What follows belongs to an exercise in optimizing a design on an open flow for small area, a short achievable clock period and few clock cycles per item; a production flow would make more cautious choices. Function was checked by simulation only, so behaviour that the tests miss may differ from the original. Power is estimated from default activity; no workload was simulated.

## flow/design.v (module list and top-level ports; edited modules follow where they fit)
// module hpsdr_telem: 139 lines
// module hpsdr_fa: 5 lines
// module hpsdr_ha: 5 lines
// module hpsdr_s2: 1086 lines
// module hpsdr_bridge: 373 lines
module hpsdr_telem (
    input  wire        clk,
    input  wire        rst,
    input  wire        in_valid,
    output wire        in_ready,
    input  wire [7:0]  in_c0,
    input  wire [31:0] in_data,
    output wire        out_valid,
    input  wire        out_ready,
    output reg  [2:0]  out_kind,
    output reg  [2:0]  out_keys,
    output reg  [31:0] out_a,
    output reg  [31:0] out_b
);
  // ...
==> flow/run.sh <==
#!/bin/bash
# synth_recipe.tcl (not shown) runs the flow's synth.tcl, then flattens the netlist and writes it again
# the make line also repeats each setting of config.mk as NAME=value (left out here)
make -C /OpenROAD-flow-scripts/flow DESIGN_CONFIG=/design/flow/config.mk WORK_HOME=/design/flow/orfs CLKGATE_MAP_FILE= SYNTH_SCRIPT=/design/flow/synth_recipe.tcl finish
==> flow/config.mk <==
export PLATFORM = sky130hd
export DESIGN_NAME = hpsdr_telem
export DESIGN_NICKNAME = hpsdr_telem
export VERILOG_FILES = /design/flow/design.v
export SDC_FILE = /design/flow/constraint.sdc
export NUM_CORES = 4
export LEC_CHECK = 0
export CAP_MARGIN = 20
export CORE_MARGIN = 2
export CORE_UTILIZATION = 40
export SLEW_MARGIN = 20
export SYNTH_HIERARCHICAL = 1
==> flow/constraint.sdc <==
create_clock -name core_clock -period 12.0 [get_ports {clk}]
set_input_delay 2.4000 -clock core_clock [delete_from_list [all_inputs] [get_ports {clk}]]
set_output_delay 2.4000 -clock core_clock [all_outputs]
set_load 0.01 [all_outputs]
==> impl_metrics.tcl, run 1 <==
set metrics [dict create \
    period_share_pct 52.44 \
    cp_slowest_cell "inv_2" \
    synth_edf_count 232 \
    min_from "r2_keys[2]$_DFFE_PP_" \
    dr.first_iter.drc_count 1858 \
    clock_buffers 38 \
    cts_made_buffers 29 \
    multiInputGateArea_mm2 0.01875 \
    synth-seq-cells 275 \
    p_seq_share_pct 22.2 \
    clk_share_pct 3.101 \
    ir_drop_uv 167.1 \
    cap_violations 0 \
    cts_setup_buffers 0 \
    dr_wl_met2_mm 39.05 \
    post_drt_wl_per_cell_um 22.63 \
    dr_total_vias 20661 \
    outcome "finished clean" \
    rr_startpoint "r1_gs$_DFFE_PP_" \
    dr_wl_met3_mm 4.178 \
    crit_path_max_fanout 48 \
    start_kind "register" \
    top_area_cell_class "multi-input gates" \
    synth.most_common_cell "fa_1" \
    mostFrequentLayoutCells "303 x fa_1, 236 x nand2_1, 232 x edfxtp_1" \
]
Testbench counts, summed over its fixed seeds: cycles 3,232, items 3,200.
==> module hpsdr_telem, before the edit <==
module hpsdr_telem (
    input  wire        clk,
    input  wire        rst,
    input  wire        in_valid,
    output wire        in_ready,
    input  wire [7:0]  in_c0,
    input  wire [31:0] in_data,
    output wire        out_valid,
    input  wire        out_ready,
    output reg  [2:0]  out_kind,
    output reg  [2:0]  out_keys,
    output reg  [31:0] out_a,
    output reg  [31:0] out_b
);
    localparam [2:0] K_INFO   = 3'd0;
    localparam [2:0] K_FWD    = 3'd1;
    localparam [2:0] K_REV    = 3'd2;
    localparam [2:0] K_SUPPLY = 3'd3;
    localparam [2:0] K_ADC    = 3'd4;
    localparam [2:0] K_RAW    = 3'd5;
    localparam [2:0] K_REV0   = 3'd6;    
    reg v1, v2, v3;
    reg skid_full;
    wire en   = ~v3 | out_ready;
    wire take = in_valid & ~skid_full;
    assign in_ready  = ~skid_full;
    assign out_valid = v3;
    reg [2:0] in_kind;
    always @(*) begin
        case (in_c0[7:3])
            5'd0:    in_kind = K_INFO;
            5'd1:    in_kind = K_FWD;
            5'd2:    in_kind = K_REV;
            5'd3:    in_kind = K_SUPPLY;
            5'd4:    in_kind = K_ADC;
            default: in_kind = K_RAW;
        endcase
    end
    reg [2:0]  sk_kind;
    reg [2:0]  sk_keys;
    reg [31:0] sk_data;
    reg        v0;
    reg [2:0]  s_kind;
    reg [2:0]  s_keys;
    reg [31:0] s_data;
    wire [15:0] s_hi   = s_data[31:16];
    wire [15:0] s_lo   = s_data[15:0];
    wire [19:0] u_hi = {1'b0, s_hi, 3'b0} + {3'b0, s_hi, 1'b0} + {4'b0, s_hi} - 20'd110;
    wire [19:0] u_lo = {1'b0, s_lo, 3'b0} + {3'b0, s_lo, 1'b0} + {4'b0, s_lo};
    wire        s_rev = (s_kind == K_REV);
    wire        s_fwd = (s_kind == K_FWD);
    wire        s_sup = (s_kind == K_SUPPLY);
    wire        s_oth = ~(s_rev | s_fwd | s_sup);
    wire [19:0] s_ub  = ({20{s_rev}} & u_hi) | ({20{s_fwd}} & u_lo);
    wire [19:0] s_us  = ({20{s_sup}} & u_lo) | ({20{s_oth}} & {4'd0, s_lo});
    reg [2:0]  r1_kind, r2_kind;
    reg [2:0]  r1_keys, r2_keys;
    reg [15:0] r1_h, r2_h;
    reg [19:0] r1_ub, r1_us;
    reg        r1_gs;
    reg [39:0] r2_t;
    wire        conv = (r1_kind == K_FWD) | (r1_kind == K_REV) | (r1_kind == K_REV0) |
                       (r1_kind == K_SUPPLY);
    wire [39:0] t;
    hpsdr_s2 u_s2 (.ub(r1_ub), .us(r1_us), .gs(r1_gs), .t(t));
    wire [30:0] qb;
    hpsdr_bridge u_br (.t(r2_t), .q(qb));
    wire [7:0] c1 = r2_h[15:8];
    wire [7:0] c2 = r2_h[7:0];
    wire [7:0] c3 = r2_t[15:8];
    wire [7:0] c4 = r2_t[7:0];
    function [8:0] ver(input [7:0] v);
        reg [7:0] q, r;
        begin
            q = v / 8'd10;
            r = v % 8'd10;
            ver = {q[4:0], r[3:0]};
        end
    endfunction
    reg [2:0]  k_n;
    reg [31:0] a_n, b_n;
    always @(*) begin
        k_n = r2_kind;
        case (r2_kind)
            K_INFO:   begin a_n = {25'd0, c1[6:0]};
                            b_n = {5'd0, ver(c2), ver(c3), ver(c4)}; end
            K_FWD:    begin a_n = {16'd0, r2_h}; b_n = {1'b0, qb}; end
            K_REV:    begin a_n = {1'b0, qb};    b_n = {16'd0, r2_h}; end
            K_REV0:   begin a_n = 32'd0;         b_n = {16'd0, r2_h}; k_n = K_REV; end
            K_SUPPLY: begin a_n = {16'd0, r2_h}; b_n = {7'd0, r2_t[24:0]}; end
            K_ADC:    begin a_n = {28'd0, c4[0], c3[0], c2[0], c1[0]};
                            b_n = {4'd0, c4[7:1], c3[7:1], c2[7:1], c1[7:1]}; end
            default:  begin a_n = {r2_h, r2_t[15:0]}; b_n = 32'd0; end
        endcase
    end
    always @(posedge clk) begin
        if (rst) begin
            v0 <= 1'b0;
            v1 <= 1'b0;
            v2 <= 1'b0;
            v3 <= 1'b0;
            skid_full <= 1'b0;
        end else if (en) begin
            v0 <= skid_full | take;
            v1 <= v0;
            v2 <= v1;
            v3 <= v2;
            skid_full <= 1'b0;
        end else if (take) begin
            skid_full <= 1'b1;
        end
    end
    always @(posedge clk) begin
        if (~skid_full) begin
            sk_kind <= in_kind;
            sk_keys <= in_c0[2:0];
            sk_data <= in_data;
        end
        if (en) begin
            s_kind  <= skid_full ? sk_kind : in_kind;
            s_keys  <= skid_full ? sk_keys : in_c0[2:0];
            s_data  <= skid_full ? sk_data : in_data;
            r1_kind <= (s_rev && s_hi <= 16'd10) ? K_REV0 : s_kind;
            r1_keys <= s_keys;
            r1_h    <= s_rev ? s_lo : s_hi;
            r1_ub   <= s_ub;
            r1_us   <= s_us;
            r1_gs   <= s_sup;
            r2_kind <= r1_kind;
            r2_keys <= r1_keys;
            r2_h    <= r1_h;
            r2_t    <= {t[39:16], conv ? t[15:0] : r1_us[15:0]};
            out_kind <= k_n;
            out_keys <= r2_keys;
            out_a    <= a_n;
            out_b    <= b_n;
        end
    end
endmodule
==> run 2, diff against run 1 <==
--- a/flow/design.v
+++ b/flow/design.v
@@ -14,21 +14,22 @@
 );
     localparam [2:0] K_INFO   = 3'd0;
     localparam [2:0] K_FWD    = 3'd1;
     localparam [2:0] K_REV    = 3'd2;
     localparam [2:0] K_SUPPLY = 3'd3;
     localparam [2:0] K_ADC    = 3'd4;
     localparam [2:0] K_RAW    = 3'd5;
     localparam [2:0] K_REV0   = 3'd6;    
-    reg v1, v2, v3;
+    reg v1, v2a, v2, v3;
     reg skid_full;
+    reg rdy;             
     wire en   = ~v3 | out_ready;
     wire take = in_valid & ~skid_full;
-    assign in_ready  = ~skid_full;
+    assign in_ready  = rdy;
     assign out_valid = v3;
     reg [2:0] in_kind;
     always @(*) begin
         case (in_c0[7:3])
             5'd0:    in_kind = K_INFO;
             5'd1:    in_kind = K_FWD;
             5'd2:    in_kind = K_REV;
             5'd3:    in_kind = K_SUPPLY;
@@ -48,71 +49,91 @@
     wire [19:0] u_hi = {1'b0, s_hi, 3'b0} + {3'b0, s_hi, 1'b0} + {4'b0, s_hi} - 20'd110;
     wire [19:0] u_lo = {1'b0, s_lo, 3'b0} + {3'b0, s_lo, 1'b0} + {4'b0, s_lo};
     wire        s_rev = (s_kind == K_REV);
     wire        s_fwd = (s_kind == K_FWD);
     wire        s_sup = (s_kind == K_SUPPLY);
     wire        s_oth = ~(s_rev | s_fwd | s_sup);
     wire [19:0] s_ub  = ({20{s_rev}} & u_hi) | ({20{s_fwd}} & u_lo);
     wire [19:0] s_us  = ({20{s_sup}} & u_lo) | ({20{s_oth}} & {4'd0, s_lo});
-    reg [2:0]  r1_kind, r2_kind;
-    reg [2:0]  r1_keys, r2_keys;
-    reg [15:0] r1_h, r2_h;
+    reg [2:0]  r1_kind, r2a_kind, r2_kind;
+    reg [2:0]  r1_keys, r2a_keys, r2_keys;
+    reg [15:0] r1_h, r2a_h, r2_h;
+    reg [39:0] r2a_ra, r2a_rb;
+    reg        r2a_fc;
     reg [19:0] r1_ub, r1_us;
     reg        r1_gs;
     reg [39:0] r2_t;
-    wire        conv = (r1_kind == K_FWD) | (r1_kind == K_REV) | (r1_kind == K_REV0) |
-                       (r1_kind == K_SUPPLY);
+    reg        r2_selq_a, r2_selq_b;    
+    wire [39:0] ra, rb;
+    wire        fc;
+    hpsdr_s2 u_s2 (.ub(r1_ub), .us(r1_us), .gs(r1_gs), .ra(ra), .rb(rb), .fc(fc));
+    wire        conv1 = (r1_kind == K_FWD) | (r1_kind == K_REV) | (r1_kind == K_REV0) |
+                        (r1_kind == K_SUPPLY);
+    wire [39:0] ra_m = {conv1 ? ra[39:32] : r1_us[15:8], ra[31:0]};
+    wire [39:0] rb_m = {conv1 ? rb[39:32] : r1_us[7:0],  rb[31:0]};
+    wire        conv = (r2a_kind == K_FWD) | (r2a_kind == K_REV) | (r2a_kind == K_REV0) |
+                       (r2a_kind == K_SUPPLY);
     wire [39:0] t;
-    hpsdr_s2 u_s2 (.ub(r1_ub), .us(r1_us), .gs(r1_gs), .t(t));
+    hpsdr_cpa40 u_cpa (.ra(r2a_ra), .rb(r2a_rb), .fc(r2a_fc), .t(t));
     wire [30:0] qb;
     hpsdr_bridge u_br (.t(r2_t), .q(qb));
     wire [7:0] c1 = r2_h[15:8];
     wire [7:0] c2 = r2_h[7:0];
     wire [7:0] c3 = r2_t[15:8];
     wire [7:0] c4 = r2_t[7:0];
     function [8:0] ver(input [7:0] v);
         reg [7:0] q, r;
         begin
             q = v / 8'd10;
             r = v % 8'd10;
             ver = {q[4:0], r[3:0]};
         end
     endfunction
     reg [2:0]  k_n;
-    reg [31:0] a_n, b_n;
+    reg [31:0] a_r, b_r;
     always @(*) begin
         k_n = r2_kind;
+        a_r = 32'd0;
+        b_r = 32'd0;
         case (r2_kind)
-            K_INFO:   begin a_n = {25'd0, c1[6:0]};
-                            b_n = {5'd0, ver(c2), ver(c3), ver(c4)}; end
-            K_FWD:    begin a_n = {16'd0, r2_h}; b_n = {1'b0, qb}; end
-            K_REV:    begin a_n = {1'b0, qb};    b_n = {16'd0, r2_h}; end
-            K_REV0:   begin a_n = 32'd0;         b_n = {16'd0, r2_h}; k_n = K_REV; end
-            K_SUPPLY: begin a_n = {16'd0, r2_h}; b_n = {7'd0, r2_t[24:0]}; end
-            K_ADC:    begin a_n = {28'd0, c4[0], c3[0], c2[0], c1[0]};
-                            b_n = {4'd0, c4[7:1], c3[7:1], c2[7:1], c1[7:1]}; end
-            default:  begin a_n = {r2_h, r2_t[15:0]}; b_n = 32'd0; end
+            K_INFO:   begin a_r = {25'd0, c1[6:0]};
+                            b_r = {5'd0, ver(c2), ver(c3), ver(c4)}; end
+            K_FWD:    a_r = {16'd0, r2_h};
+            K_REV:    b_r = {16'd0, r2_h};
+            K_REV0:   begin b_r = {16'd0, r2_h}; k_n = K_REV; end
+            K_SUPPLY: begin a_r = {16'd0, r2_h}; b_r = {7'd0, r2_t[24:0]}; end
+            K_ADC:    begin a_r = {28'd0, c4[0], c3[0], c2[0], c1[0]};
+                            b_r = {4'd0, c4[7:1], c3[7:1], c2[7:1], c1[7:1]}; end
+            default:  a_r = {r2_h, r2_t[15:0]};
         endcase
     end
+    wire [31:0] a_n, b_n;
+    hpsdr_aor u_aor_a (.r(a_r), .s(r2_selq_a), .q({1'b0, qb}), .y(a_n));
+    hpsdr_aor u_aor_b (.r(b_r), .s(r2_selq_b), .q({1'b0, qb}), .y(b_n));
     always @(posedge clk) begin
         if (rst) begin
             v0 <= 1'b0;
             v1 <= 1'b0;
+            v2a <= 1'b0;
             v2 <= 1'b0;
             v3 <= 1'b0;
             skid_full <= 1'b0;
+            rdy <= 1'b1;
         end else if (en) begin
             v0 <= skid_full | take;
             v1 <= v0;
-            v2 <= v1;
+            v2a <= v1;
+            v2 <= v2a;
             v3 <= v2;
             skid_full <= 1'b0;
+            rdy <= 1'b1;
         end else if (take) begin
             skid_full <= 1'b1;
+            rdy <= 1'b0;
         end
     end
     always @(posedge clk) begin
         if (~skid_full) begin
             sk_kind <= in_kind;
             sk_keys <= in_c0[2:0];
             sk_data <= in_data;
         end
@@ -121,42 +142,58 @@
             s_keys  <= skid_full ? sk_keys : in_c0[2:0];
             s_data  <= skid_full ? sk_data : in_data;
             r1_kind <= (s_rev && s_hi <= 16'd10) ? K_REV0 : s_kind;
             r1_keys <= s_keys;
             r1_h    <= s_rev ? s_lo : s_hi;
             r1_ub   <= s_ub;
             r1_us   <= s_us;
             r1_gs   <= s_sup;
-            r2_kind <= r1_kind;
-            r2_keys <= r1_keys;
-            r2_h    <= r1_h;
-            r2_t    <= {t[39:16], conv ? t[15:0] : r1_us[15:0]};
+            r2a_kind <= r1_kind;
+            r2a_keys <= r1_keys;
+            r2a_h    <= r1_h;
+            r2a_ra   <= ra_m;
+            r2a_rb   <= rb_m;
+            r2a_fc   <= fc;
+            r2_kind <= r2a_kind;
+            r2_selq_a <= (r2a_kind == K_REV);
+            r2_selq_b <= (r2a_kind == K_FWD);
+            r2_keys <= r2a_keys;
+            r2_h    <= r2a_h;
+            r2_t    <= {t[39:16], conv ? t[15:0] : {r2a_ra[39:32], r2a_rb[39:32]}};
             out_kind <= k_n;
             out_keys <= r2_keys;
             out_a    <= a_n;
             out_b    <= b_n;
         end
     end
 endmodule
+module hpsdr_aor (r, s, q, y);
+    input wire [31:0] r, q;
+    input wire s;
+    output wire [31:0] y;
+    assign y = r | ({32{s}} & q);
+endmodule
 module hpsdr_fa (a, b, c, s, co);
     input wire a, b, c;
     output wire s, co;
     assign {co, s} = a + b + c;
 endmodule
 module hpsdr_ha (a, b, s, co);
     input wire a, b;
     output wire s, co;
     assign {co, s} = a + b;
 endmodule
-module hpsdr_s2 (ub, us, gs, t);
+module hpsdr_s2 (ub, us, gs, ra, rb, fc);
     input wire [19:0] ub;
     input wire [19:0] us;
     input wire gs;
-    output wire [39:0] t;
+    output wire [39:0] ra;
+    output wire [39:0] rb;
+    output wire fc;
     wire [19:0] un = ~us & {20{gs}};
     wire g1;
     wire g2;
     wire g3;
     wire g4;
     wire g5;
     wire g6;
     wire g7;
@@ -940,72 +977,72 @@
     assign g132 = (ub[4] & ub[19]) | us[19];
     assign g133 = (ub[5] & ub[18]) | gs;
     assign g134 = (ub[6] & ub[17]);
     assign g135 = (ub[7] & ub[16]);
     assign g136 = (ub[8] & ub[15]);
     assign g137 = (ub[9] & ub[14]);
     assign g138 = (ub[10] & ub[13]);
     assign g139 = (ub[11] & ub[12]);
-    assign g140 = (ub[5] & ub[19]) | gs;
+    assign g140 = (ub[5] & ub[19]);
     assign g141 = (ub[6] & ub[18]);
     assign g142 = (ub[7] & ub[17]);
     assign g143 = (ub[8] & ub[16]);
     assign g144 = (ub[9] & ub[15]);
     assign g145 = (ub[10] & ub[14]);
     assign g146 = (ub[11] & ub[13]);
-    assign g147 = (ub[6] & ub[19]) | gs;
+    assign g147 = (ub[6] & ub[19]);
     assign g148 = (ub[7] & ub[18]);
     assign g149 = (ub[8] & ub[17]);
     assign g150 = (ub[9] & ub[16]);
     assign g151 = (ub[10] & ub[15]);
     assign g152 = (ub[11] & ub[14]);
     assign g153 = (ub[12] & ub[13]);
-    assign g154 = (ub[7] & ub[19]) | gs;
+    assign g154 = (ub[7] & ub[19]);
     assign g155 = (ub[8] & ub[18]);
     assign g156 = (ub[9] & ub[17]);
     assign g157 = (ub[10] & ub[16]);
     assign g158 = (ub[11] & ub[15]);
     assign g159 = (ub[12] & ub[14]);
-    assign g160 = (ub[8] & ub[19]) | gs;
+    assign g160 = (ub[8] & ub[19]);
     assign g161 = (ub[9] & ub[18]);
     assign g162 = (ub[10] & ub[17]);
     assign g163 = (ub[11] & ub[16]);
     assign g164 = (ub[12] & ub[15]);
     assign g165 = (ub[13] & ub[14]);
-    assign g166 = (ub[9] & ub[19]) | gs;
+    assign g166 = (ub[9] & ub[19]);
     assign g167 = (ub[10] & ub[18]);
     assign g168 = (ub[11] & ub[17]);
     assign g169 = (ub[12] & ub[16]);
     assign g170 = (ub[13] & ub[15]);
-    assign g171 = (ub[10] & ub[19]) | gs;
+    assign g171 = (ub[10] & ub[19]);
     assign g172 = (ub[11] & ub[18]);
     assign g173 = (ub[12] & ub[17]);
     assign g174 = (ub[13] & ub[16]);
     assign g175 = (ub[14] & ub[15]);
-    assign g176 = (ub[11] & ub[19]) | gs;
+    assign g176 = (ub[11] & ub[19]);
     assign g177 = (ub[12] & ub[18]);
     assign g178 = (ub[13] & ub[17]);
     assign g179 = (ub[14] & ub[16]);
-    assign g180 = (ub[12] & ub[19]) | gs;
+    assign g180 = (ub[12] & ub[19]);
     assign g181 = (ub[13] & ub[18]);
     assign g182 = (ub[14] & ub[17]);
     assign g183 = (ub[15] & ub[16]);
-    assign g184 = (ub[13] & ub[19]) | gs;
+    assign g184 = (ub[13] & ub[19]);
     assign g185 = (ub[14] & ub[18]);
     assign g186 = (ub[15] & ub[17]);
-    assign g187 = (ub[14] & ub[19]) | gs;
+    assign g187 = (ub[14] & ub[19]);
     assign g188 = (ub[15] & ub[18]);
     assign g189 = (ub[16] & ub[17]);
-    assign g190 = (ub[15] & ub[19]) | gs;
+    assign g190 = (ub[15] & ub[19]);
     assign g191 = (ub[16] & ub[18]);
-    assign g192 = (ub[16] & ub[19]) | gs;
+    assign g192 = (ub[16] & ub[19]);
     assign g193 = (ub[17] & ub[18]);
-    assign g194 = (ub[17] & ub[19]) | gs;
-    assign g195 = (ub[18] & ub[19]) | gs;
+    assign g194 = (ub[17] & ub[19]);
+    assign g195 = (ub[18] & ub[19]);
     hpsdr_ha s196_i (.a(g78), .b(g79), .s(s196), .co(c197));
     hpsdr_ha s198_i (.a(g87), .b(g88), .s(s198), .co(c199));
     hpsdr_fa s200_i (.a(g96), .b(g97), .c(g98), .s(s200), .co(c201));
     hpsdr_ha s202_i (.a(g99), .b(g100), .s(s202), .co(c203));
     hpsdr_fa s204_i (.a(g106), .b(g107), .c(g108), .s(s204), .co(c205));
     hpsdr_fa s206_i (.a(g115), .b(g116), .c(g117), .s(s206), .co(c207));
     hpsdr_ha s208_i (.a(g36), .b(g37), .s(s208), .co(c209));
     hpsdr_ha s210_i (.a(g42), .b(g43), .s(s210), .co(c211));
@@ -1225,384 +1262,277 @@
     hpsdr_fa s638_i (.a(c437), .b(s538), .c(c537), .s(s638), .co(c639));
     hpsdr_fa s640_i (.a(c441), .b(s540), .c(c539), .s(s640), .co(c641));
     hpsdr_fa s642_i (.a(c445), .b(s542), .c(c541), .s(s642), .co(c643));
     hpsdr_fa s644_i (.a(c447), .b(s544), .c(c543), .s(s644), .co(c645));
     hpsdr_fa s646_i (.a(c449), .b(s546), .c(c545), .s(s646), .co(c647));
     hpsdr_fa s648_i (.a(ub[17]), .b(s548), .c(c547), .s(s648), .co(c649));
     hpsdr_fa s650_i (.a(g190), .b(g191), .c(c549), .s(s650), .co(c651));
     hpsdr_fa s652_i (.a(g192), .b(g193), .c(ub[18]), .s(s652), .co(c653));
-    wire [54:0] full = {gs, g195, g194, s652, s650, s648, s646, s644, s642, s640, s638, s636, s634, s632, s630, s628, s626, s624, s622, s620, s618, s616, s614, s612, s610, s608, s606, s604, s602, s600, s598, s596, s594, s592, s590, s588, s586, s584, s582, s580, s578, s576, s574, s572, s570, s568, s566, s564, s562, s560, s558, s556, s554, s552, s450} + {1'b0, ub[19], c653, c651, c649, c647, c645, c643, c641, c639, c637, c635, c633, c631, c629, c627, c625, c623, c621, c619, c617, c615, c613, c611, c609, c607, c605, c603, c601, c599, c597, c595, c593, c591, c589, c587, c585, c583, c581, c579, c577, c575, c573, c571, c569, c567, c565, c563, c561, c559, c557, c555, c553, c551, s550};
-    assign t = full[54:15];
+    wire [54:0] ra_ = {1'b0, g195, g194, s652, s650, s648, s646, s644, s642, s640, s638, s636, s634, s632, s630, s628, s626, s624, s622, s620, s618, s616, s614, s612, s610, s608, s606, s604, s602, s600, s598, s596, s594, s592, s590, s588, s586, s584, s582, s580, s578, s576, s574, s572, s570, s568, s566, s564, s562, s560, s558, s556, s554, s552, s450};
+    wire [54:0] rb_ = {1'b0, ub[19], c653, c651, c649, c647, c645, c643, c641, c639, c637, c635, c633, c631, c629, c627, c625, c623, c621, c619, c617, c615, c613, c611, c609, c607, c605, c603, c601, c599, c597, c595, c593, c591, c589, c587, c585, c583, c581, c579, c577, c575, c573, c571, c569, c567, c565, c563, c561, c559, c557, c555, c553, c551, s550};
+    wire [15:0] fs_ = {1'b0, ra_[14:0]} + {1'b0, rb_[14:0]};
+    assign fc = fs_[15];
+    assign ra = ra_[54:15];
+    assign rb = rb_[54:15];
 endmodule
 module hpsdr_bridge (t, q);
     input wire [39:0] t;
     output wire [30:0] q;
-    wire n1;
-    wire n2;
-    wire n3;
-    wire n4;
-    wire n5;
-    wire n6;
-    wire n7;
-    wire n8;
-    wire n9;
-    wire n10;
-    wire n11;
-    wire n12;
-    wire n13;
-    wire n14;
-    wire n15;
-    wire n16;
-    wire n17;
-    wire n18;
-    wire n19;
-    wire n20;
-    wire n21;
-    wire n22;
-    wire n23;
-    wire s24;
-    wire c25;
-    wire s26;
-    wire c27;
-    wire s28;
-    wire c29;
-    wire s30;
-    wire c31;
-    wire s32;
-    wire c33;
-    wire s34;
-    wire c35;
-    wire s36;
-    wire c37;
-    wire s38;
-    wire c39;
-    wire s40;
-    wire c41;
-    wire s42;
-    wire c43;
-    wire s44;
-    wire c45;
-    wire s46;
-    wire c47;
-    wire s48;
-    wire c49;
-    wire s50;
-    wire c51;
-    wire s52;
-    wire c53;
-    wire s54;
-    wire c55;
-    wire s56;
-    wire c57;
-    wire s58;
-    wire c59;
-    wire s60;
-    wire c61;
-    wire s62;
-    wire c63;
-    wire s64;
-    wire c65;
-    wire s66;
-    wire c67;
-    wire s68;
-    wire c69;
-    wire s70;
-    wire c71;
-    wire s72;
-    wire c73;
-    wire s74;
-    wire c75;
-    wire s76;
-    wire c77;
-    wire s78;
-    wire c79;
-    wire s80;
-    wire c81;
-    wire s82;
-    wire c83;
-    wire s84;
-    wire c85;
-    wire s86;
-    wire c87;
-    wire s88;
-    wire c89;
-    wire s90;
-    wire c91;
-    wire s92;
-    wire c93;
-    wire s94;
-    wire c95;
-    wire s96;
-    wire c97;
-    wire s98;
-    wire c99;
-    wire s100;
-    wire c101;
-    wire s102;
-    wire c103;
-    wire s104;
-    wire c105;
-    wire s106;
-    wire c107;
-    wire s108;
-    wire c109;
-    wire s110;
-    wire c111;
-    wire s112;
-    wire c113;
-    wire s114;
-    wire c115;
-    wire s116;
-    wire c117;
-    wire s118;
-    wire c119;
-    wire s120;
-    wire c121;
-    wire s122;
-    wire c123;
-    wire s124;
-    wire c125;
-    wire s126;
-    wire c127;
-    wire s128;
-    wire c129;
-    wire s130;
-    wire c131;
-    wire s132;
-    wire c133;
-    wire s134;
-    wire c135;
-    wire s136;
-    wire c137;
-    wire s138;
-    wire c139;
-    wire s140;
-    wire c141;
-    wire s142;
-    wire c143;
-    wire s144;
-    wire c145;
-    wire s146;
-    wire c147;
-    wire s148;
-    wire c149;
-    wire s150;
-    wire c151;
-    wire s152;
-    wire c153;
-    wire s154;
-    wire c155;
-    wire s156;
-    wire c157;
-    wire s158;
-    wire c159;
-    wire s160;
-    wire c161;
-    wire s162;
-    wire c163;
-    wire s164;
-    wire c165;
-    wire s166;
-    wire c167;
-    wire s168;
-    wire c169;
-    wire s170;
-    wire c171;
-    wire s172;
-    wire c173;
-    wire s174;
-    wire c175;
-    wire s176;
-    wire c177;
-    wire s178;
-    wire c179;
-    wire s180;
-    wire c181;
-    wire s182;
-    wire c183;
-    wire s184;
-    wire c185;
-    wire s186;
-    wire c187;
-    wire s188;
-    wire c189;
-    wire s190;
-    wire c191;
-    wire s192;
-    wire c193;
-    wire s194;
-    wire c195;
-    wire s196;
-    wire c197;
-    wire s198;
-    wire c199;
-    wire s200;
-    wire c201;
-    wire s202;
-    wire c203;
-    wire s204;
-    wire c205;
-    wire s206;
-    wire c207;
-    wire s208;
-    wire c209;
-    wire s210;
-    wire c211;
-    wire s212;
-    wire c213;
-    wire s214;
-    wire c215;
-    wire s216;
-    wire c217;
-    wire s218;
-    wire c219;
-    wire s220;
-    wire c221;
-    wire s222;
-    wire c223;
-    wire s224;
-    wire c225;
-    wire s226;
-    wire c227;
-    wire s228;
-    wire c229;
-    wire s230;
-    wire c231;
-    wire s232;
-    wire c233;
-    wire s234;
-    wire c235;
-    wire s236;
-    wire c237;
-    assign n1 = ~t[17];
-    assign n2 = ~t[18];
-    assign n3 = ~t[19];
-    assign n4 = ~t[20];
-    assign n5 = ~t[21];
-    assign n6 = ~t[22];
-    assign n7 = ~t[23];
-    assign n8 = ~t[24];
-    assign n9 = ~t[25];
-    assign n10 = ~t[26];
-    assign n11 = ~t[27];
-    assign n12 = ~t[28];
-    assign n13 = ~t[29];
-    assign n14 = ~t[30];
-    assign n15 = ~t[31];
-    assign n16 = ~t[32];
-    assign n17 = ~t[33];
-    assign n18 = ~t[34];
-    assign n19 = ~t[35];
-    assign n20 = ~t[36];
-    assign n21 = ~t[37];
-    assign n22 = ~t[38];
-    assign n23 = ~t[39];
-    hpsdr_ha s24_i (.a(t[27]), .b(n1), .s(s24), .co(c25));
-    hpsdr_fa s26_i (.a(t[28]), .b(n2), .c(t[16]), .s(s26), .co(c27));
-    hpsdr_ha s28_i (.a(t[29]), .b(n3), .s(s28), .co(c29));
-    hpsdr_ha s30_i (.a(t[30]), .b(n4), .s(s30), .co(c31));
-    hpsdr_ha s32_i (.a(t[31]), .b(n5), .s(s32), .co(c33));
-    hpsdr_ha s34_i (.a(t[32]), .b(n6), .s(s34), .co(c35));
-    hpsdr_ha s36_i (.a(t[33]), .b(n7), .s(s36), .co(c37));
-    hpsdr_fa s38_i (.a(t[34]), .b(n8), .c(t[22]), .s(s38), .co(c39));
-    hpsdr_fa s40_i (.a(t[35]), .b(n9), .c(t[23]), .s(s40), .co(c41));
-    hpsdr_fa s42_i (.a(t[36]), .b(n10), .c(t[24]), .s(s42), .co(c43));
-    hpsdr_fa s44_i (.a(t[37]), .b(n11), .c(t[25]), .s(s44), .co(c45));
-    hpsdr_fa s46_i (.a(t[38]), .b(n12), .c(t[26]), .s(s46), .co(c47));
-    hpsdr_fa s48_i (.a(t[39]), .b(n13), .c(t[27]), .s(s48), .co(c49));
-    hpsdr_ha s50_i (.a(n14), .b(t[28]), .s(s50), .co(c51));
-    hpsdr_ha s52_i (.a(n15), .b(t[29]), .s(s52), .co(c53));
-    hpsdr_ha s54_i (.a(n16), .b(t[30]), .s(s54), .co(c55));
-    hpsdr_ha s56_i (.a(n17), .b(t[31]), .s(s56), .co(c57));
-    hpsdr_ha s58_i (.a(n18), .b(t[32]), .s(s58), .co(c59));
-    hpsdr_ha s60_i (.a(n19), .b(t[33]), .s(s60), .co(c61));
-    hpsdr_ha s62_i (.a(n20), .b(t[34]), .s(s62), .co(c63));
-    hpsdr_ha s64_i (.a(n21), .b(t[35]), .s(s64), .co(c65));
-    hpsdr_ha s66_i (.a(n22), .b(t[36]), .s(s66), .co(c67));
-    hpsdr_ha s68_i (.a(n23), .b(t[37]), .s(s68), .co(c69));
-    hpsdr_ha s70_i (.a(t[38]), .b(t[27]), .s(s70), .co(c71));
-    hpsdr_ha s72_i (.a(t[39]), .b(t[28]), .s(s72), .co(c73));
-    hpsdr_ha s74_i (.a(t[15]), .b(t[4]), .s(s74), .co(c75));
-    hpsdr_fa s76_i (.a(t[5]), .b(1'b1), .c(s26), .s(s76), .co(c77));
-    hpsdr_fa s78_i (.a(t[17]), .b(t[6]), .c(s28), .s(s78), .co(c79));
-    hpsdr_fa s80_i (.a(t[18]), .b(t[7]), .c(s30), .s(s80), .co(c81));
-    hpsdr_fa s82_i (.a(t[19]), .b(t[8]), .c(s32), .s(s82), .co(c83));
-    hpsdr_fa s84_i (.a(t[20]), .b(t[9]), .c(s34), .s(s84), .co(c85));
-    hpsdr_fa s86_i (.a(t[21]), .b(t[10]), .c(s36), .s(s86), .co(c87));
-    hpsdr_fa s88_i (.a(t[11]), .b(t[0]), .c(s38), .s(s88), .co(c89));
-    hpsdr_fa s90_i (.a(t[12]), .b(t[1]), .c(s40), .s(s90), .co(c91));
-    hpsdr_fa s92_i (.a(t[13]), .b(t[2]), .c(s42), .s(s92), .co(c93));
-    hpsdr_fa s94_i (.a(t[14]), .b(t[3]), .c(s44), .s(s94), .co(c95));
-    hpsdr_fa s96_i (.a(t[15]), .b(t[4]), .c(s46), .s(s96), .co(c97));
-    hpsdr_fa s98_i (.a(t[16]), .b(t[5]), .c(s48), .s(s98), .co(c99));
-    hpsdr_fa s100_i (.a(t[17]), .b(t[6]), .c(s50), .s(s100), .co(c101));
-    hpsdr_fa s102_i (.a(t[18]), .b(t[7]), .c(s52), .s(s102), .co(c103));
-    hpsdr_fa s104_i (.a(t[19]), .b(t[8]), .c(s54), .s(s104), .co(c105));
-    hpsdr_fa s106_i (.a(t[20]), .b(t[9]), .c(s56), .s(s106), .co(c107));
-    hpsdr_fa s108_i (.a(t[21]), .b(t[10]), .c(s58), .s(s108), .co(c109));
-    hpsdr_fa s110_i (.a(t[22]), .b(t[11]), .c(s60), .s(s110), .co(c111));
-    hpsdr_fa s112_i (.a(t[23]), .b(t[12]), .c(s62), .s(s112), .co(c113));
-    hpsdr_fa s114_i (.a(t[24]), .b(t[13]), .c(s64), .s(s114), .co(c115));
-    hpsdr_fa s116_i (.a(t[25]), .b(t[14]), .c(s66), .s(s116), .co(c117));
-    hpsdr_fa s118_i (.a(t[26]), .b(t[15]), .c(s68), .s(s118), .co(c119));
-    hpsdr_fa s120_i (.a(t[16]), .b(1'b1), .c(s70), .s(s120), .co(c121));
-    hpsdr_fa s122_i (.a(t[17]), .b(1'b1), .c(s72), .s(s122), .co(c123));
-    hpsdr_fa s124_i (.a(t[29]), .b(t[18]), .c(1'b1), .s(s124), .co(c125));
-    hpsdr_ha s126_i (.a(t[30]), .b(t[19]), .s(s126), .co(c127));
-    hpsdr_ha s128_i (.a(t[31]), .b(t[20]), .s(s128), .co(c129));
-    hpsdr_ha s130_i (.a(t[32]), .b(t[21]), .s(s130), .co(c131));
-    hpsdr_ha s132_i (.a(t[33]), .b(t[22]), .s(s132), .co(c133));
-    hpsdr_ha s134_i (.a(t[34]), .b(t[23]), .s(s134), .co(c135));
-    hpsdr_ha s136_i (.a(t[35]), .b(t[24]), .s(s136), .co(c137));
-    hpsdr_ha s138_i (.a(t[36]), .b(t[25]), .s(s138), .co(c139));
-    hpsdr_ha s140_i (.a(t[37]), .b(t[26]), .s(s140), .co(c141));
-    hpsdr_ha s142_i (.a(t[38]), .b(t[27]), .s(s142), .co(c143));
-    hpsdr_ha s144_i (.a(t[39]), .b(t[28]), .s(s144), .co(c145));
-    hpsdr_ha s146_i (.a(1'b1), .b(s24), .s(s146), .co(c147));
-    hpsdr_fa s148_i (.a(c25), .b(s76), .c(c75), .s(s148), .co(c149));
-    hpsdr_fa s150_i (.a(c27), .b(s78), .c(c77), .s(s150), .co(c151));
-    hpsdr_fa s152_i (.a(c29), .b(s80), .c(c79), .s(s152), .co(c153));
-    hpsdr_fa s154_i (.a(c31), .b(s82), .c(c81), .s(s154), .co(c155));
-    hpsdr_fa s156_i (.a(c33), .b(s84), .c(c83), .s(s156), .co(c157));
-    hpsdr_fa s158_i (.a(c35), .b(s86), .c(c85), .s(s158), .co(c159));
-    hpsdr_fa s160_i (.a(c37), .b(s88), .c(c87), .s(s160), .co(c161));
-    hpsdr_fa s162_i (.a(c39), .b(s90), .c(c89), .s(s162), .co(c163));
-    hpsdr_fa s164_i (.a(c41), .b(s92), .c(c91), .s(s164), .co(c165));
-    hpsdr_fa s166_i (.a(c43), .b(s94), .c(c93), .s(s166), .co(c167));
-    hpsdr_fa s168_i (.a(c45), .b(s96), .c(c95), .s(s168), .co(c169));
-    hpsdr_fa s170_i (.a(c47), .b(s98), .c(c97), .s(s170), .co(c171));
-    hpsdr_fa s172_i (.a(c49), .b(s100), .c(c99), .s(s172), .co(c173));
-    hpsdr_fa s174_i (.a(c51), .b(s102), .c(c101), .s(s174), .co(c175));
-    hpsdr_fa s176_i (.a(c53), .b(s104), .c(c103), .s(s176), .co(c177));
-    hpsdr_fa s178_i (.a(c55), .b(s106), .c(c105), .s(s178), .co(c179));
-    hpsdr_fa s180_i (.a(c57), .b(s108), .c(c107), .s(s180), .co(c181));
-    hpsdr_fa s182_i (.a(c59), .b(s110), .c(c109), .s(s182), .co(c183));
-    hpsdr_fa s184_i (.a(c61), .b(s112), .c(c111), .s(s184), .co(c185));
-    hpsdr_fa s186_i (.a(c63), .b(s114), .c(c113), .s(s186), .co(c187));
-    hpsdr_fa s188_i (.a(c65), .b(s116), .c(c115), .s(s188), .co(c189));
-    hpsdr_fa s190_i (.a(c67), .b(s118), .c(c117), .s(s190), .co(c191));
-    hpsdr_fa s192_i (.a(c69), .b(s120), .c(c119), .s(s192), .co(c193));
-    hpsdr_fa s194_i (.a(c71), .b(s122), .c(c121), .s(s194), .co(c195));
-    hpsdr_fa s196_i (.a(c73), .b(s124), .c(c123), .s(s196), .co(c197));
-    hpsdr_fa s198_i (.a(1'b1), .b(s126), .c(c125), .s(s198), .co(c199));
-    hpsdr_fa s200_i (.a(1'b1), .b(s128), .c(c127), .s(s200), .co(c201));
-    hpsdr_fa s202_i (.a(1'b1), .b(s130), .c(c129), .s(s202), .co(c203));
-    hpsdr_fa s204_i (.a(1'b1), .b(s132), .c(c131), .s(s204), .co(c205));
-    hpsdr_fa s206_i (.a(1'b1), .b(s134), .c(c133), .s(s206), .co(c207));
-    hpsdr_fa s208_i (.a(1'b1), .b(s136), .c(c135), .s(s208), .co(c209));
-    hpsdr_fa s210_i (.a(1'b1), .b(s138), .c(c137), .s(s210), .co(c211));
-    hpsdr_fa s212_i (.a(1'b1), .b(s140), .c(c139), .s(s212), .co(c213));
-    hpsdr_fa s214_i (.a(1'b1), .b(s142), .c(c141), .s(s214), .co(c215));
-    hpsdr_fa s216_i (.a(1'b1), .b(s144), .c(c143), .s(s216), .co(c217));
-    hpsdr_fa s218_i (.a(t[29]), .b(1'b1), .c(c145), .s(s218), .co(c219));
-    hpsdr_ha s220_i (.a(t[30]), .b(1'b1), .s(s220), .co(c221));
-    hpsdr_ha s222_i (.a(t[31]), .b(1'b1), .s(s222), .co(c223));
-    hpsdr_ha s224_i (.a(t[32]), .b(1'b1), .s(s224), .co(c225));
-    hpsdr_ha s226_i (.a(t[33]), .b(1'b1), .s(s226), .co(c227));
-    hpsdr_ha s228_i (.a(t[34]), .b(1'b1), .s(s228), .co(c229));
-    hpsdr_ha s230_i (.a(t[35]), .b(1'b1), .s(s230), .co(c231));
-    hpsdr_ha s232_i (.a(t[36]), .b(1'b1), .s(s232), .co(c233));
-    hpsdr_ha s234_i (.a(t[37]), .b(1'b1), .s(s234), .co(c235));
-    hpsdr_ha s236_i (.a(t[38]), .b(1'b1), .s(s236), .co(c237));
-    wire [45:0] full = {s236, s234, s232, s230, s228, s226, s224, s222, s220, s218, s216, s214, s212, s210, s208, s206, s204, s202, s200, s198, s196, s194, s192, s190, s188, s186, s184, s182, s180, s178, s176, s174, s172, s170, s168, s166, s164, s162, s160, s158, s156, s154, s152, s150, s148, s74} + {c235, c233, c231, c229, c227, c225, c223, c221, c219, c217, c215, c213, c211, c209, c207, c205, c203, c201, c199, c197, c195, c193, c191, c189, c187, c185, c183, c181, c179, c177, c175, c173, c171, c169, c167, c165, c163, c161, c159, c157, c155, c153, c151, c149, c147, s146};
+    wire s1;
+    wire c2;
+    wire s3;
+    wire c4;
+    wire s5;
+    wire c6;
+    wire s7;
+    wire c8;
+    wire s9;
+    wire c10;
+    wire s11;
+    wire c12;
+    wire s13;
+    wire c14;
+    wire s15;
+    wire c16;
+    wire s17;
+    wire c18;
+    wire s19;
+    wire c20;
+    wire s21;
+    wire c22;
+    wire s23;
+    wire c24;
+    wire s25;
+    wire c26;
+    wire s27;
+    wire c28;
+    wire s29;
+    wire c30;
+    wire s31;
+    wire c32;
+    wire s33;
+    wire c34;
+    wire s35;
+    wire c36;
+    wire s37;
+    wire c38;
+    wire s39;
+    wire c40;
+    wire s41;
+    wire c42;
+    wire s43;
+    wire c44;
+    wire s45;
+    wire c46;
+    wire s47;
+    wire c48;
+    wire s49;
+    wire c50;
+    wire s51;
+    wire c52;
+    wire s53;
+    wire c54;
+    wire s55;
+    wire c56;
+    wire s57;
+    wire c58;
+    wire s59;
+    wire c60;
+    wire s61;
+    wire c62;
+    wire s63;
+    wire c64;
+    wire s65;
+    wire c66;
+    wire s67;
+    wire c68;
+    wire s69;
+    wire c70;
+    wire s71;
+    wire c72;
+    wire s73;
+    wire c74;
+    wire s75;
+    wire c76;
+    wire s77;
+    wire c78;
+    wire s79;
+    wire c80;
+    wire s81;
+    wire c82;
+    wire s83;
+    wire c84;
+    wire s85;
+    wire c86;
+    wire s87;
+    wire c88;
+    wire s89;
+    wire c90;
+    wire s91;
+    wire c92;
+    wire s93;
+    wire c94;
+    wire s95;
+    wire c96;
+    wire s97;
+    wire c98;
+    wire s99;
+    wire c100;
+    wire s101;
+    wire c102;
+    wire s103;
+    wire c104;
+    wire s105;
+    wire c106;
+    wire s107;
+    wire c108;
+    wire s109;
+    wire c110;
+    wire s111;
+    wire c112;
+    wire s113;
+    wire c114;
+    wire s115;
+    wire c116;
+    wire s117;
+    wire c118;
+    wire s119;
+    wire c120;
+    wire s121;
+    wire c122;
+    wire s123;
+    wire c124;
+    wire s125;
+    wire c126;
+    wire s127;
+    wire c128;
+    wire s129;
+    wire c130;
+    wire s131;
+    wire c132;
+    wire s133;
+    wire c134;
+    wire s135;
+    wire c136;
+    wire s137;
+    wire c138;
+    wire s139;
+    wire c140;
+    wire s141;
+    wire c142;
+    wire s143;
+    wire c144;
+    wire s145;
+    wire c146;
+    wire s147;
+    wire c148;
+    wire s149;
+    wire c150;
+    wire s151;
+    wire c152;
+    wire s153;
+    wire c154;
+    wire s155;
+    wire c156;
+    wire s157;
+    wire c158;
+    wire s159;
+    wire c160;
+    wire s161;
+    wire c162;
+    wire s163;
+    wire c164;
+    wire s165;
+    wire c166;
+    hpsdr_ha s1_i (.a(t[27]), .b(t[17]), .s(s1), .co(c2));
+    hpsdr_fa s3_i (.a(t[28]), .b(t[18]), .c(t[17]), .s(s3), .co(c4));
+    hpsdr_ha s5_i (.a(t[29]), .b(t[19]), .s(s5), .co(c6));
+    hpsdr_ha s7_i (.a(t[30]), .b(t[20]), .s(s7), .co(c8));
+    hpsdr_ha s9_i (.a(t[31]), .b(t[21]), .s(s9), .co(c10));
+    hpsdr_ha s11_i (.a(t[32]), .b(t[22]), .s(s11), .co(c12));
+    hpsdr_ha s13_i (.a(t[33]), .b(t[23]), .s(s13), .co(c14));
+    hpsdr_fa s15_i (.a(t[34]), .b(t[24]), .c(t[23]), .s(s15), .co(c16));
+    hpsdr_fa s17_i (.a(t[35]), .b(t[25]), .c(t[24]), .s(s17), .co(c18));
+    hpsdr_fa s19_i (.a(t[36]), .b(t[26]), .c(t[25]), .s(s19), .co(c20));
+    hpsdr_fa s21_i (.a(t[37]), .b(t[27]), .c(t[26]), .s(s21), .co(c22));
+    hpsdr_fa s23_i (.a(t[38]), .b(t[28]), .c(t[27]), .s(s23), .co(c24));
+    hpsdr_fa s25_i (.a(t[39]), .b(t[29]), .c(t[28]), .s(s25), .co(c26));
+    hpsdr_ha s27_i (.a(t[30]), .b(t[29]), .s(s27), .co(c28));
+    hpsdr_ha s29_i (.a(t[31]), .b(t[30]), .s(s29), .co(c30));
+    hpsdr_ha s31_i (.a(t[32]), .b(t[31]), .s(s31), .co(c32));
+    hpsdr_ha s33_i (.a(t[33]), .b(t[32]), .s(s33), .co(c34));
+    hpsdr_ha s35_i (.a(t[34]), .b(t[33]), .s(s35), .co(c36));
+    hpsdr_ha s37_i (.a(t[35]), .b(t[34]), .s(s37), .co(c38));
+    hpsdr_ha s39_i (.a(t[36]), .b(t[35]), .s(s39), .co(c40));
+    hpsdr_ha s41_i (.a(t[37]), .b(t[36]), .s(s41), .co(c42));
+    hpsdr_ha s43_i (.a(t[38]), .b(t[37]), .s(s43), .co(c44));
+    hpsdr_ha s45_i (.a(t[39]), .b(t[38]), .s(s45), .co(c46));
+    hpsdr_ha s47_i (.a(t[16]), .b(t[4]), .s(s47), .co(c48));
+    hpsdr_fa s49_i (.a(t[5]), .b(1'b1), .c(s3), .s(s49), .co(c50));
+    hpsdr_fa s51_i (.a(t[18]), .b(t[6]), .c(s5), .s(s51), .co(c52));
+    hpsdr_fa s53_i (.a(t[19]), .b(t[7]), .c(s7), .s(s53), .co(c54));
+    hpsdr_fa s55_i (.a(t[20]), .b(t[8]), .c(s9), .s(s55), .co(c56));
+    hpsdr_fa s57_i (.a(t[21]), .b(t[9]), .c(s11), .s(s57), .co(c58));
+    hpsdr_fa s59_i (.a(t[22]), .b(t[10]), .c(s13), .s(s59), .co(c60));
+    hpsdr_fa s61_i (.a(t[11]), .b(t[0]), .c(s15), .s(s61), .co(c62));
+    hpsdr_fa s63_i (.a(t[12]), .b(t[1]), .c(s17), .s(s63), .co(c64));
+    hpsdr_fa s65_i (.a(t[13]), .b(t[2]), .c(s19), .s(s65), .co(c66));
+    hpsdr_fa s67_i (.a(t[14]), .b(t[3]), .c(s21), .s(s67), .co(c68));
+    hpsdr_fa s69_i (.a(t[15]), .b(t[4]), .c(s23), .s(s69), .co(c70));
+    hpsdr_fa s71_i (.a(t[16]), .b(t[5]), .c(s25), .s(s71), .co(c72));
+    hpsdr_fa s73_i (.a(t[17]), .b(t[6]), .c(s27), .s(s73), .co(c74));
+    hpsdr_fa s75_i (.a(t[18]), .b(t[7]), .c(s29), .s(s75), .co(c76));
+    hpsdr_fa s77_i (.a(t[19]), .b(t[8]), .c(s31), .s(s77), .co(c78));
+    hpsdr_fa s79_i (.a(t[20]), .b(t[9]), .c(s33), .s(s79), .co(c80));
+    hpsdr_fa s81_i (.a(t[21]), .b(t[10]), .c(s35), .s(s81), .co(c82));
+    hpsdr_fa s83_i (.a(t[22]), .b(t[11]), .c(s37), .s(s83), .co(c84));
+    hpsdr_fa s85_i (.a(t[23]), .b(t[12]), .c(s39), .s(s85), .co(c86));
+    hpsdr_fa s87_i (.a(t[24]), .b(t[13]), .c(s41), .s(s87), .co(c88));
+    hpsdr_fa s89_i (.a(t[25]), .b(t[14]), .c(s43), .s(s89), .co(c90));
+    hpsdr_fa s91_i (.a(t[26]), .b(t[15]), .c(s45), .s(s91), .co(c92));
+    hpsdr_fa s93_i (.a(t[39]), .b(t[27]), .c(t[16]), .s(s93), .co(c94));
+    hpsdr_ha s95_i (.a(1'b1), .b(s1), .s(s95), .co(c96));
+    hpsdr_fa s97_i (.a(c2), .b(s49), .c(c48), .s(s97), .co(c98));
+    hpsdr_fa s99_i (.a(c4), .b(s51), .c(c50), .s(s99), .co(c100));
+    hpsdr_fa s101_i (.a(c6), .b(s53), .c(c52), .s(s101), .co(c102));
+    hpsdr_fa s103_i (.a(c8), .b(s55), .c(c54), .s(s103), .co(c104));
+    hpsdr_fa s105_i (.a(c10), .b(s57), .c(c56), .s(s105), .co(c106));
+    hpsdr_fa s107_i (.a(c12), .b(s59), .c(c58), .s(s107), .co(c108));
+    hpsdr_fa s109_i (.a(c14), .b(s61), .c(c60), .s(s109), .co(c110));
+    hpsdr_fa s111_i (.a(c16), .b(s63), .c(c62), .s(s111), .co(c112));
+    hpsdr_fa s113_i (.a(c18), .b(s65), .c(c64), .s(s113), .co(c114));
+    hpsdr_fa s115_i (.a(c20), .b(s67), .c(c66), .s(s115), .co(c116));
+    hpsdr_fa s117_i (.a(c22), .b(s69), .c(c68), .s(s117), .co(c118));
+    hpsdr_fa s119_i (.a(c24), .b(s71), .c(c70), .s(s119), .co(c120));
+    hpsdr_fa s121_i (.a(c26), .b(s73), .c(c72), .s(s121), .co(c122));
+    hpsdr_fa s123_i (.a(c28), .b(s75), .c(c74), .s(s123), .co(c124));
+    hpsdr_fa s125_i (.a(c30), .b(s77), .c(c76), .s(s125), .co(c126));
+    hpsdr_fa s127_i (.a(c32), .b(s79), .c(c78), .s(s127), .co(c128));
+    hpsdr_fa s129_i (.a(c34), .b(s81), .c(c80), .s(s129), .co(c130));
+    hpsdr_fa s131_i (.a(c36), .b(s83), .c(c82), .s(s131), .co(c132));
+    hpsdr_fa s133_i (.a(c38), .b(s85), .c(c84), .s(s133), .co(c134));
+    hpsdr_fa s135_i (.a(c40), .b(s87), .c(c86), .s(s135), .co(c136));
+    hpsdr_fa s137_i (.a(c42), .b(s89), .c(c88), .s(s137), .co(c138));
+    hpsdr_fa s139_i (.a(c44), .b(s91), .c(c90), .s(s139), .co(c140));
+    hpsdr_fa s141_i (.a(c46), .b(s93), .c(c92), .s(s141), .co(c142));
+    hpsdr_fa s143_i (.a(t[28]), .b(t[17]), .c(c94), .s(s143), .co(c144));
+    hpsdr_ha s145_i (.a(t[29]), .b(t[18]), .s(s145), .co(c146));
+    hpsdr_ha s147_i (.a(t[30]), .b(t[19]), .s(s147), .co(c148));
+    hpsdr_ha s149_i (.a(t[31]), .b(t[20]), .s(s149), .co(c150));
+    hpsdr_ha s151_i (.a(t[32]), .b(t[21]), .s(s151), .co(c152));
+    hpsdr_ha s153_i (.a(t[33]), .b(t[22]), .s(s153), .co(c154));
+    hpsdr_ha s155_i (.a(t[34]), .b(t[23]), .s(s155), .co(c156));
+    hpsdr_ha s157_i (.a(t[35]), .b(t[24]), .s(s157), .co(c158));
+    hpsdr_ha s159_i (.a(t[36]), .b(t[25]), .s(s159), .co(c160));
+    hpsdr_ha s161_i (.a(t[37]), .b(t[26]), .s(s161), .co(c162));
+    hpsdr_ha s163_i (.a(t[38]), .b(t[27]), .s(s163), .co(c164));
+    hpsdr_ha s165_i (.a(t[39]), .b(t[28]), .s(s165), .co(c166));
+    wire [45:0] full = {t[38], t[37], t[36], t[35], t[34], t[33], t[32], t[31], t[30], t[29], s165, s163, s161, s159, s157, s155, s153, s151, s149, s147, s145, s143, s141, s139, s137, s135, s133, s131, s129, s127, s125, s123, s121, s119, s117, s115, s113, s111, s109, s107, s105, s103, s101, s99, s97, s47} + {1'b0, 1'b0, 1'b0, 1'b0, 1'b0, 1'b0, 1'b0, 1'b0, 1'b0, c166, c164, c162, c160, c158, c156, c154, c152, c150, c148, c146, c144, c142, c140, c138, c136, c134, c132, c130, c128, c126, c124, c122, c120, c118, c116, c114, c112, c110, c108, c106, c104, c102, c100, c98, c96, s95};
     assign q = full[45:15];
 endmodule
+module hpsdr_cpa40 (ra, rb, fc, t);
+    input wire [39:0] ra, rb;
+    input wire fc;
+    output wire [39:0] t;
+    wire [40:0] s = {ra, 1'b1} + {rb, fc};
+    assign t = s[40:1];
+endmodule
==> flow/flow/run.sh (new file) <==
#!/bin/bash
set -euo pipefail
bash standard.sh SETUP_SLACK_MARGIN=8 finish > standard_flow.log 2>&1
==> flow/standard.sh (new file) <==
#!/bin/bash
# synth_recipe.tcl (not shown) runs the flow's synth.tcl, then flattens the netlist and writes it again
# the make line also repeats each setting of config.mk as NAME=value (left out here)
make -C /OpenROAD-flow-scripts/flow DESIGN_CONFIG=/design/flow/config.mk WORK_HOME=/design/flow/orfs CLKGATE_MAP_FILE= SYNTH_SCRIPT=/design/flow/synth_recipe.tcl "${@:-finish}"
removed: flow/run.sh
==> run 2 against run 1 <==
  * Area after synthesis grew 13%
  * Fmax grew 43%
  * Worst setup slack gained 1.9 ns
  * Flip-flop and latch count grew 108
  * Utilization grew 2.0 points
  * Register-to-register slack gained 1.9 ns
  * Design area grew 18%
  * Synthesized cell count grew 4.9%
  * Clock-buffer cell count grew 21
  * Global-route usage shrank 1.0 points
  * Non-clock buffer count grew 109
  * Largest power group unchanged
==> impl_metrics.tcl, run 2 <==
set metrics [dict create \
    synth_async_sr_flop_share_pct 0 \
    cts_sinks 383 \
    seq_area_frac_synth_pct 35.71 \
    worstSkewPairLatency_ns 0.60 \
    layout.cells.most_common "edfxtp_1" \
    max_freq_mhz 226.5 \
    dr_total_vias 21890 \
    core-area_mm2 0.07620 \
    reg_top3 "r2_t (40), r2a_ra (40), r2a_rb (40)" \
    htreeDepth 2 \
    worst-path-buf-inv 2 \
    initial_core_util_pct 40.61 \
    netlist_area_mm2 0.03094 \
    whs_ns 0.4183 \
    p_leak_nw 15.72 \
    maxSlewHeadroom_pct 27.67 \
    grt_setup_unrepaired "yes" \
    synthMuxAreaShare_pct 3.008 \
    grt_max_degree 86 \
    period_share_pct 36.79 \
    synth_edf_count 338 \
    yosysTopAreaCell "edfxtp_1" \
    die_x_um 282.1 \
    root_buffer "clkbuf_16" \
    rr_startpoint "r2_t[27]$_DFFE_PP_" \
    clockBufferDepth 3 \
    critical_path_depth 15 \
    critPathCapture "out_b[16]$_DFFE_PP_" \
    grt_pass1_vias 22224 \
    worstSetupPathType "reg -> reg" \
    dieHeight_um 282.1 \
    cap_violations 0 \
    cellPowerDensity_mw_per_mm2 252.8 \
    multiInputGateArea_mm2 0.01916 \
    ys.flop_type "edfxtp_1" \
    worstMarginPinSlew_ns 1.085 \
    yosysWarnings 7 \
    ys_types 105 \
    synth_compound_area_share_pct 15.06 \
    netlist.area_leader.share_pct 32.80 \
    placed_cell_area_mm2 0.03252 \
    cp_common_cell "fa_1" \
    via_per_inst 5.640 \
    finalInstanceArea_mm2 0.03574 \
    portBuffers 115 \
    cts_made_buffers 45 \
    dr.pass1.iters 6 \
    setup_tns_ns 0 \
    power_mw 9.033 \
    rr_worst_depth 15 \
    wirelength_mm 88.12 \
    cp_slowest_cell "fa_1" \
    regArea_mm2 0.01105 \
    nets 3343 \
    crit_family "adder cells" \
    synthTopCellsByCount "338 x edfxtp_1, 290 x fa_1, 197 x ha_1, 178 x nand2_1, 152 x a21o_1" \
    grt_overflow 0 \
    fin_cells 3881 \
    start_kind "register" \
    nFillCells 6831 \
    rrSetupSlack_ns 7.59 \
    synthAdderAreaFrac_pct 26.93 \
    preCtsSetupSlack_ns 6.647 \
    outcome "finished clean" \
    worstReg2RegEnd "out_b[16]$_DFFE_PP_" \
    hpwl_mm 63.00 \
    mostFrequentLayoutCells "338 x edfxtp_1, 288 x fa_1, 181 x ha_1" \
    io_pins 116 \
    antenna_found_initial 3 \
    cts_tree "built" \
    path_clk_slew_ns 0.06 \
    min_from "r1_h[14]$_DFFE_PP_" \
    dr.first_iter.drc_count 1967 \
    dieArea_mm2 0.07960 \
    crit_chain "fa_1 -> fa_1 -> fa_1 -> ha_4 -> nand2_2 -> nor3_4 -> o211ai_1 -> a31oi_2 -> buf_4 -> o41ai_4 -> buf_4 -> or2_4 -> nor2b_4 -> xnor2_2 -> a21o_1" \
    slew_violations 0 \
    synth.most_common_cell "edfxtp_1" \
    synth_cells 2723 \
    finalHoldViolCount 0 \
    gp_congestion 0.9630 \
    ant_nets 0 \
    dp_cells 3694 \
    grt_pass1_wl_mm 133.2 \
    synth-simple-area-share_pct 11.18 \
    min_path_type "reg -> reg" \
    crit_path_start "r2_t[27]$_DFFE_PP_" \
    synthXorXnorAreaFrac_pct 2.972 \
    ir_drop_uv 289.1 \
    cp_data_arrival_time_ns 4.73 \
    fin_ws_ns 7.585 \
    drc 0 \
    crit_path_end_kind "register" \
    areaGrowthSynthToFinish_pct 15.50 \
    synth_area_leaders "edfxtp_1 33%, fa_1 19%, ha_1 8.0%" \
    drive_gt1_share_pct 14.85 \
    crit_path_max_fanout 4 \
    track_usage_pct 21.88 \
    synth_top_family_by_area "adder cells" \
    utilization_pct 46.90 \
    skew_ns 0.02751 \
    fp-row-count 101 \
    setup_viol 0 \
    synth-seq-cells 383 \
    period_minus_slack_ns 4.415 \
    post_drt_wl_per_cell_um 22.71 \
    synth_area_per_cell_um2 11.36 \
    cpPeakStageDelay_ns 0.59 \
    required_ns 12.32 \
]
[run 2: repair_timing]
action / in CTS / in global routing
hold endpoints to repair: 0 / 0
gates cloned: 1 / 2
resized for setup: 83 / 75
hold buffers: 0 / 0
setup endpoints to repair: 132 / 210
setup buffers: 67 / 31
pin swaps: 70 / 75
[run 2: modules after synthesis, one instance, submodules excluded]
module / flops+latches / times used
hpsdr_telem: 383 / 1
hpsdr_ha: 0 / 51
hpsdr_cpa40: 0 / 1
hpsdr_fa: 0 / 261
hpsdr_s2: 0 / 1
hpsdr_bridge: 0 / 1
hpsdr_aor: 0 / 2
[run 2: worst register-to-register path, stage by stage (launching register included)]
cell	delay (ns)
edfxtp_1	0.49
fa_1	0.59
fa_1	0.45
fa_1	0.53
ha_4	0.35
nand2_2	0.10
nor3_4	0.21
o211ai_1	0.15
a31oi_2	0.18
buf_4	0.16
o41ai_4	0.08
buf_4	0.19
or2_4	0.24
nor2b_4	0.13
xnor2_2	0.14
a21o_1	0.17
[run 2: area by class of cell]
cell class	instances	area share, %
multi-input combinational	2039	53.60
sequential	383	30.92
timing repair buffer	245	6.452
clock buffer	59	3.645
tap	1030	3.606
inverter	98	1.029
clock inverter	25	0.7282
antenna	2	0.01400
[run 2: report_power, final]
group          switching (mW)  internal (mW)  leakage [nW]
combinational            3.14           2.56          10.8
sequential              0.226           1.70          4.13
clock                   0.574          0.839         0.765
[run 2: logic make-up (layout without fill, tap and decap cells)]
logic type      after synthesis  in the layout
buf+inv                     310            427
other cells                   4             14
flops                       383            383
simple gates                667            668
compound gates              678            678
fa+ha+maj                   493            493
xor+xnor                    105            105
mux                          83             83
[run 2: per-layer routing]
metal | GRT usage (%) | wire, um | vias to the layer above
li1 | - | - | 9938
met2 | 36.68 | 42730 | 732
met5 | 0 | 0 | -
met3 | 2.750 | 4475 | 157
met4 | 6.702 | 2829 | 0
met1 | 29.64 | 38090 | 11063
[run 2: how the worst min path moves through the flow]
stage	depth (start not counted)	slack, ns	end
2_1_floorplan	0	0.40	out_keys[0]$_DFFE_PP_
3_3_place_gp	0	0.40	r2a_h[2]$_DFFE_PP_
3_5_place_dp	0	0.40	r2_h[3]$_DFFE_PP_
4_1_cts	0	0.42	r2_h[3]$_DFFE_PP_
5_1_grt	0	0.42	r2a_h[3]$_DFFE_PP_
6_report	0	0.42	r2a_h[14]$_DFFE_PP_
Testbench counts of run 2, summed over its fixed seeds: cycles 3,240, items 3,200.
==> run 3, diff against run 2 <==
--- a/flow/design.v
+++ b/flow/design.v
@@ -20,9 +20,10 @@
     localparam [2:0] K_RAW    = 3'd5;
     localparam [2:0] K_REV0   = 3'd6;    
     reg v1, v2a, v2, v3;
+    reg nv3;             
     reg skid_full;
     reg rdy;             
-    wire en   = ~v3 | out_ready;
+    wire en   = nv3 | out_ready;
     wire take = in_valid & ~skid_full;
     assign in_ready  = rdy;
     assign out_valid = v3;
@@ -116,6 +117,7 @@
             v2a <= 1'b0;
             v2 <= 1'b0;
             v3 <= 1'b0;
+            nv3 <= 1'b1;
             skid_full <= 1'b0;
             rdy <= 1'b1;
         end else if (en) begin
@@ -124,6 +126,7 @@
             v2a <= v1;
             v2 <= v2a;
             v3 <= v2;
+            nv3 <= ~v2;
             skid_full <= 1'b0;
             rdy <= 1'b1;
         end else if (take) begin
==> run 3 against run 2 <==
  * Critical path type unchanged
  * First-iteration DRC count shrank 5.9%
  * Clock skew fell by 0.0020 ns
  * Sequential share of layout area up 0.74 points
  * Clock power decreased by 8%
  * Flip-flop and latch count up 1
  * Non-clock buffer count down 25
  * Sequential power is essentially flat
  * Via count decreased by 2.2%
  * Fmax grew 1.3%
==> impl_metrics.tcl, run 3 <==
set metrics [dict create \
    crit_family "adder cells" \
    gp_congestion 0.9096 \
    cap_violations 0 \
    dr.first_iter.drc_count 1851 \
    worstSkewPairLatency_ns 0.60 \
    preCtsSetupSlack_ns 7.025 \
    worst-path-buf-inv 1 \
    ys_types 103 \
    nets 3280 \
    synth_edf_count 338 \
    reg_top3 "r2_t (40), r2a_ra (40), r2a_rb (40)" \
    dieHeight_um 280.7 \
    root_buffer "clkbuf_16" \
    cp_data_arrival_time_ns 4.69 \
    n_antenna_cell 0 \
    fin_ws_ns 7.643 \
    dr_total_vias 21409 \
    dr.pass1.iters 6 \
    cpPeakStageDelay_ns 0.56 \
    synth_async_sr_flop_share_pct 0 \
    crit_path_max_fanout 3 \
    hpwl_mm 62.20 \
    max_freq_mhz 229.5 \
    cts_made_buffers 43 \
    nFillCells 6846 \
    portBuffers 115 \
    post_drt_wl_per_cell_um 22.54 \
    layout.cells.most_common "edfxtp_1" \
    whs_ns 0.4170 \
    worstMarginPinSlew_ns 1.014 \
    ys.flop_type "edfxtp_1" \
    htreeDepth 2 \
    outcome "finished clean" \
    via_per_inst 5.691 \
    ant_nets 0 \
    grt_pass1_vias 22219 \
    ir_drop_uv 299.5 \
    cp_common_cell "fa_2" \
    period_minus_slack_ns 4.357 \
    worstSetupPathType "reg -> reg" \
    mostFrequentLayoutCells "338 x edfxtp_1, 285 x fa_1, 188 x nand2_1" \
    setup_viol 0 \
    netlist.area_leader.share_pct 33.14 \
    start_kind "register" \
    synth-seq-cells 384 \
    cp_slowest_cell "fa_2" \
    die_x_um 280.7 \
    drc 0 \
    yosysTopAreaCell "edfxtp_1" \
    crit_path_end_kind "register" \
    crit_path_start "r2_t[28]$_DFFE_PP_" \
    rr_startpoint "r2_t[28]$_DFFE_PP_" \
    synth_area_per_cell_um2 11.44 \
    io_pins 116 \
    seq_area_frac_synth_pct 36.15 \
    yosysWarnings 7 \
    path_clk_slew_ns 0.06 \
    skew_ns 0.02547 \
    required_ns 12.33 \
    min_path_type "reg -> reg" \
    track_usage_pct 21.74 \
    grt_max_degree 137 \
    finalInstanceArea_mm2 0.03496 \
    finalHoldViolCount 0 \
    synth.most_common_cell "edfxtp_1" \
    clockBufferDepth 3 \
    fp-row-count 101 \
    period_share_pct 36.31 \
    netlist_area_mm2 0.03063 \
    cts_tree "built" \
    core-area_mm2 0.07582 \
]
==> run 3: worst paths after layout <==
check                              to  slack [ns]  depth (start not counted)
setup / recovery  out_b[17]$_DFFE_PP_        7.64                         14
hold / removal      r2_h[8]$_DFFE_PP_        0.42                          0
setup reg to reg  out_b[17]$_DFFE_PP_        7.64                         14
hold reg to reg     r2_h[8]$_DFFE_PP_        0.42                          0
==> run 3: cell families (layout without fill, tap and decap cells) <==
| kind of cell | after synthesis | in the layout | synth area share, % |
|---|---|---|---|
| adder cells (fa/ha/maj) | 490 | 490 | 27.11 |
| AND/OR/NAND/NOR | 639 | 639 | 10.60 |
| XOR/XNOR | 109 | 109 | 3.142 |
| buffers and inverters | 299 | 397 | 5.029 |
| multiplexers | 84 | 84 | 3.080 |
| other | 4 | 12 | 0.04901 |
| flip-flops | 384 | 384 | 36.15 |
| AO/OA/AOI/OAI | 669 | 669 | 14.85 |
==> run 3: cell type report <==
class	instances	area, um2	share of cell area (%)
flip-flops and latches	384	11070	31.67
repair buffers	220	2032	5.812
well taps	978	1224	3.500
inverters	96	389.1	1.113
clock buffers	52	1141	3.264
clock inverters	28	257.7	0.7372
multi-input cells	2003	18830	53.86
repair inverters	1	16.27	0.04652
==> run 3: repair_timing <==
action	in CTS	in global routing
endpoints found under the setup margin	149	70
gates resized for setup	65	84
pin swaps	58	70
cloned	2	0
buffers inserted	56	26
==> run 3: worst reg2reg max path: stages (launching register included) <==
cell       delay, ns
edfxtp_1        0.43
buf_6           0.14
fa_1            0.51
fa_2            0.56
fa_2            0.46
ha_4            0.27
nand4_1         0.15
a211oi_2        0.29
o2111ai_1       0.19
o211ai_1        0.20
a221oi_4        0.14
o31ai_4         0.28
a31oi_1         0.15
xnor2_1         0.16
a21o_1          0.19
==> run 3: power by group <==
part           leakage [nW]  total (mW)  internal, mW  switching, mW
Clock                 0.677        1.30         0.734          0.566
Combinational          10.5        5.59          2.47           3.12
Sequential             4.14        1.93          1.69          0.241
==> run 3: per-layer routing <==
metal / global-route usage [%] / routed length [um] / up-vias
met4: 7.171 / 2744 / 2
li1: - / - / 9678
met1: 28.44 / 35760 / 10870
met2: 36.97 / 41820 / 687
met5: 0 / 18 / -
met3: 3.250 / 4466 / 172
==> run 3: Yosys stat by module, one instance, submodules excluded <==
| module | flops+latches | area, um2 |
|---|---|---|
| hpsdr_ha | 0 | 12.51 |
| hpsdr_cpa40 | 0 | 2245 |
| hpsdr_bridge | 0 | 1913 |
| hpsdr_s2 | 0 | 2409 |
| hpsdr_telem | 384 | 17640 |
| hpsdr_fa | 0 | 20.02 |
| hpsdr_aor | 0 | 276.5 |
Testbench counts of run 3, summed over its fixed seeds: cycles 3,240, items 3,200.

[separate check: timing with driven ports]
Ports are ideal in the flow. The routed layouts listed here were re-timed in OpenROAD.
Step 1, drivers: a clkbuf_16 drives clk and a buf_2 each remaining input, both assumed.
Step 2 also shifts input and output timing later by t, the mid clock arrival at the registers, as if the neighbouring blocks saw the same clock.
Slacks: ideal / step 1 / step 2; pairs: ideal / step 1.
run	t, ns	setup slack, ns
run 1	0.633	5.707 / 5.707 / 5.707
run 2	0.643	7.585 / 7.585 / 7.529
run 3	0.647	7.643 / 7.643 / 7.567
After both steps setup and hold are still met in every run listed.
